Context: an optimization exercise on an open-source flow, tuned for small area and a short achievable clock period. The choices shown serve that exercise and are no tape-out recipe. In this exercise RTL edits were held to simulation tests only and were not proved equivalent to the original. The clock input has no modelled driver; a real chip could not lean on it and would need a root buffer or a full tree. Power and IR drop assume default switching activity.

==> flow/design.v (excerpt) <==
module crc_link (
    input  wire        clk,
    input  wire        rst,
    input  wire        op_valid,
    input  wire [3:0]  op_code,
    input  wire [7:0]  op_arg,
    input  wire        tick,
    output wire [5:0]  stat,          
    output wire [2:0]  op_status,
    output reg  [15:0] crc,
    output reg  [2:0]  rx_err,
    output reg  [7:0]  rx_len,
    output wire [15:0] rx_crc_calc,
    output wire [15:0] rx_crc_recv,
    output wire        txm_re,
    output wire [7:0]  txm_addr,
    input  wire [7:0]  txm_rdata,
    output wire        rxm_we,
    output wire [8:0]  rxm_addr,
    output wire [7:0]  rxm_wdata,
    output wire        txd,
    input  wire        rxd
);
    wire op_crc_init = op_valid && (op_code == 4'h1);
    wire op_crc_byte = op_valid && (op_code == 4'h2);
    wire op_tx_frame = op_valid && (op_code == 4'h4);
    wire op_rx_start = op_valid && (op_code == 4'h5);
  ...
clock: 4.5 ns
lec_check: 0
abc_clock_period_in_ps: 1900
cap_margin: 20
core_margin: 2
core_utilization: 40
setup_slack_margin: 2.6
slew_margin: 20
run.sh (not shown) runs the stock make flow with config.mk's settings and CLKGATE_MAP_FILE= SYNTH_SCRIPT=/design/flow/synth_recipe.tcl, a recipe that flattens the netlist after the stock synthesis.
Rerun with:
--- a/flow/config.mk
+++ b/flow/config.mk
@@ -8 +7,0 @@
-export ABC_CLOCK_PERIOD_IN_PS = 1900
@@ -12 +10,0 @@
-export SETUP_SLACK_MARGIN = 2.6
What happened: Wire length decreases by 23%; total power decreases by 5.9%; area after synthesis does not change; worst setup slack loses 1.2 ns; sequential share of layout area increases by 10 points.
Rerun with:
--- a/flow/config.mk
+++ b/flow/config.mk
@@ -7,0 +8 @@
+export ABC_CLOCK_PERIOD_IN_PS = 2500
@@ -10,0 +12 @@
+export SETUP_SLACK_MARGIN = 2.0
What happened: The changed run went through all stages and came out clean. Final area came out higher by 14%. Clock-buffer cell count came out higher by 1. Worst setup slack gains 1.2 ns. Hold slack stays flat. Via count came out higher by 9.5%. Clock skew came out higher by 0.0053 ns. Power came out higher by 2.1%. Area after synthesis stays the same. Sequential power is about the same. Utilization came out higher by 7.1 points. Routed wire length came out higher by 16%.

---

## job 4352
crc_link, a different RTL version from the one above (not shown whole).
For scale: about 920 cells after synthesis, ~230 flip-flops, about 0.011 mm^2 of cells after synthesis.
export LEC_CHECK = 0
export ABC_CLOCK_PERIOD_IN_PS = 2000
export CAP_MARGIN = 20
export CORE_MARGIN = 2
export CORE_UTILIZATION = 65
export SETUP_SLACK_MARGIN = 2.5
export SLEW_MARGIN = 20
create_clock -name core_clock -period 4.5 [get_ports {clk}]
standard.sh (not shown) runs the stock make flow with config.mk's settings and CLKGATE_MAP_FILE= SYNTH_SCRIPT=/design/flow/synth_recipe.tcl, a recipe that flattens the netlist after the stock synthesis.
==> flow/flow/run.sh <==
#!/bin/bash
# Layout: the standard ORFS flow (standard.sh), with these changes passed
# to ORFS through the environment:
#  - the port buffers that buffer_ports inserts during global placement are
#    sky130_fd_sc_hd__buf_1 (timing repair still resizes them as needed)
#    instead of the flow's default pick, clkdlybuf4s50_1;
#  - the clock tree is built by flow/pre_cts.tcl (ORFS's PRE_CTS_TCL hook):
#    two levels of clkbuf_16 in place of TritonCTS's three.
# The whole make output goes to standard_flow.log; ORFS keeps each step's
# own log under orfs/logs/.
set -euo pipefail
cd "$(dirname "$0")/.."
export BUFFER_PORTS_ARGS="-buffer_cell sky130_fd_sc_hd__buf_1"
export PRE_CTS_TCL="$PWD/flow/pre_cts.tcl"
bash standard.sh finish > standard_flow.log 2>&1
Other scripts of this flow, unchanged in this note and not shown: flow/flow/manual_cts.tcl, flow/flow/pre_cts.tcl
Inputs modified between job 4352 and job 7674:
-- flow/config.mk --
<<< job 4352, line 10
export CORE_MARGIN = 2
export CORE_UTILIZATION = 65
export SETUP_SLACK_MARGIN = 2.5
export SLEW_MARGIN = 20
>>> job 7674, line 10
export CORE_MARGIN = 2
export CORE_UTILIZATION = 65
export SETUP_SLACK_MARGIN = 2.4
export SLEW_MARGIN = 20
export TNS_END_PERCENT = 10
--- outcome ---
Job 7674: full flow OK, the timing, design-rule and antenna checks passed
Routed wire length, job 7674 and job 4352: lower on job 7674
Job 4352 reports its master of the slowest instance on the critical path as dfxtp_4 while job 7674 reports dfxtp_2.
Sort job 7674 and job 4352 by met3 layer usage reported by global route, ascending, and job 4352 comes first.
Via count: job 7674 vs job 4352 down 181
Input changes introduced in job 2085 (baseline for comparison: job 7674):
-- flow/config.mk --
<<< job 7674, line 12
export SETUP_SLACK_MARGIN = 2.4
export SLEW_MARGIN = 20
export TNS_END_PERCENT = 10
>>> job 2085, line 12
export SETUP_SLACK_MARGIN = 2.4
export SLEW_MARGIN = 20
==> notes.md <==
- | post-layout minimum cycle time | job 2085 vs job 7674 | better |
- Relative to job 7674, the total wirelength of the detailed-routed design of job 2085 is lower by about 2%.
- More vias were needed by job 7674 than by job 2085.
- Max first-pass GRT wire length across job 7674 and job 2085: job 7674
- The initial cell density of the core of job 2085 and that of job 7674 are within noise of each other.
- In job 2085, the global-route usage came out 0.38 points below the value in job 7674.
- Job 7674 vs job 2085, destination of the critical timing path: rx_crc_calc[14] vs tph[2]
- Fraction of area in registers for job 2085: 0.16 points up relative to job 7674
- Critical path's largest stage delay in job 2085 vs job 7674: down 0.18 ns
diff inputs: job 2085 => job 5628
-- flow/config.mk --
<<< job 2085, line 9
export CAP_MARGIN = 20
export CORE_MARGIN = 2
export CORE_UTILIZATION = 65
export SETUP_SLACK_MARGIN = 2.4
export SLEW_MARGIN = 20
>>> job 5628, line 9
export CAP_MARGIN = 20
export CORE_MARGIN = 2
export CORE_UTILIZATION = 75
export SETUP_SLACK_MARGIN = 2.4
export SLEW_MARGIN = 20
==> comparison <==
- Re worst setup slack: job 2085 and job 5628 aren't equal, and the higher value belongs to job 2085.
- From job 2085 to job 5628 the numbers moved as follows: worst slack on hold paths went up 0.019 ns, total global routing track utilization went up 8.4 points.
- The highest-delay cell along the critical path comes out or4_1 in one run and or3b_2 in the other, namely in job 2085 and job 5628 respectively.
- Of job 2085 and job 5628, job 2085 shows the higher largest fanout of any net on the critical path, with job 5628 below it.
- Power share of the sequential group came out lower on job 5628 than on job 2085.
### job 5628 -> job 478
==> flow/config.mk <==
export PLATFORM = sky130hd
export DESIGN_NAME = crc_link
export DESIGN_NICKNAME = crc_link
export VERILOG_FILES = /design/flow/design.v
export SDC_FILE = /design/flow/constraint.sdc
export NUM_CORES = 4
export LEC_CHECK = 0
export ABC_AREA = 1
export CAP_MARGIN = 20
export CORE_MARGIN = 2
export CORE_UTILIZATION = 65
export SETUP_SLACK_MARGIN = 2.4
export SLEW_MARGIN = 20
Between job 478 and job 5628, it is job 478 whose proportion of cell area occupied by multi-input gates is lower, by 4.6 points.
Compared with job 5628, job 478 shows combinational share of power higher by 3.1 points.
Job 478 contains more vias than job 5628.
Data required time at the worst endpoint in job 478 vs job 5628: up 0.12 ns
Placer's final routability congestion estimate on job 478 is up relative to job 5628.
Between job 5628 and job 478, the arithmetic-cell share of the synthesized area counting full adders, half adders and majority gates does not differ in any meaningful way.
Diff job 5628 and job 478: horizontal extent of the die higher in job 478
For the sequential share of layout area, job 478 came in 0.60 points lower than job 5628 did.
Job 478 ended up with a higher final area than job 5628 did.
No run of this note takes its clock network from TritonCTS; it comes from the design's own scripts or RTL.

-- static timing again, ports no longer ideal --
The results above use ideal ports. As a check the final layouts listed here were re-extracted and re-timed, cells and wires unchanged. Step 1 assumes that a clkbuf_16 drives the clock port and a buf_2 every other input. Step 2 times the ports against the registers' clock, not the clock port: input delays grow and output delays shrink by t, the midpoint of the rising clock arrivals with the driver on. Three values: ideal, step 1, step 2; two values: the first two.
| run | shift t [ns] | setup WS [ns] | hold slack, ns | worst register clock-pin slew, ns | pins driven straight from the clock port |
|---|---|---|---|---|---|
| the first run of note 1 | 0.566 | 1.680 / 1.631 / 1.846 | 0.389 / 0.389 / 0.389 | 0.06 / 0.06 | 1 |
| the second run of note 1 | 0.561 | 0.432 / 0.383 / 0.770 | 0.384 / 0.384 / 0.384 | 0.06 / 0.06 | 1 |
| the third run of note 1 | 0.559 | 1.672 / 1.623 / 1.450 | 0.383 / 0.383 / 0.383 | 0.06 / 0.06 | 1 |
| job 4352 | 0.369 | 2.429 / 2.348 / 2.197 | 0.419 / 0.419 / 0.419 | 0.12 / 0.12 | 4 |
| job 7674 | 0.382 | 2.329 / 2.243 / 2.045 | 0.427 / 0.427 / 0.427 | 0.12 / 0.12 | 4 |
| job 2085 | 0.374 | 2.421 / 2.407 / 2.078 | 0.415 / 0.415 / 0.415 | 0.11 / 0.11 | 4 |
| job 5628 | 0.382 | 2.233 / 2.233 / 2.033 | 0.434 / 0.434 / 0.434 | 0.12 / 0.12 | 4 |
| job 478 | 0.378 | 2.459 / 2.394 / 2.142 | 0.412 / 0.412 / 0.412 | 0.11 / 0.11 | 4 |
After both steps setup and hold are still met in every run listed. For job 2085, which loses most, drivers alone change the setup slack by -0.014 ns; drivers and shift together by -0.343 ns.
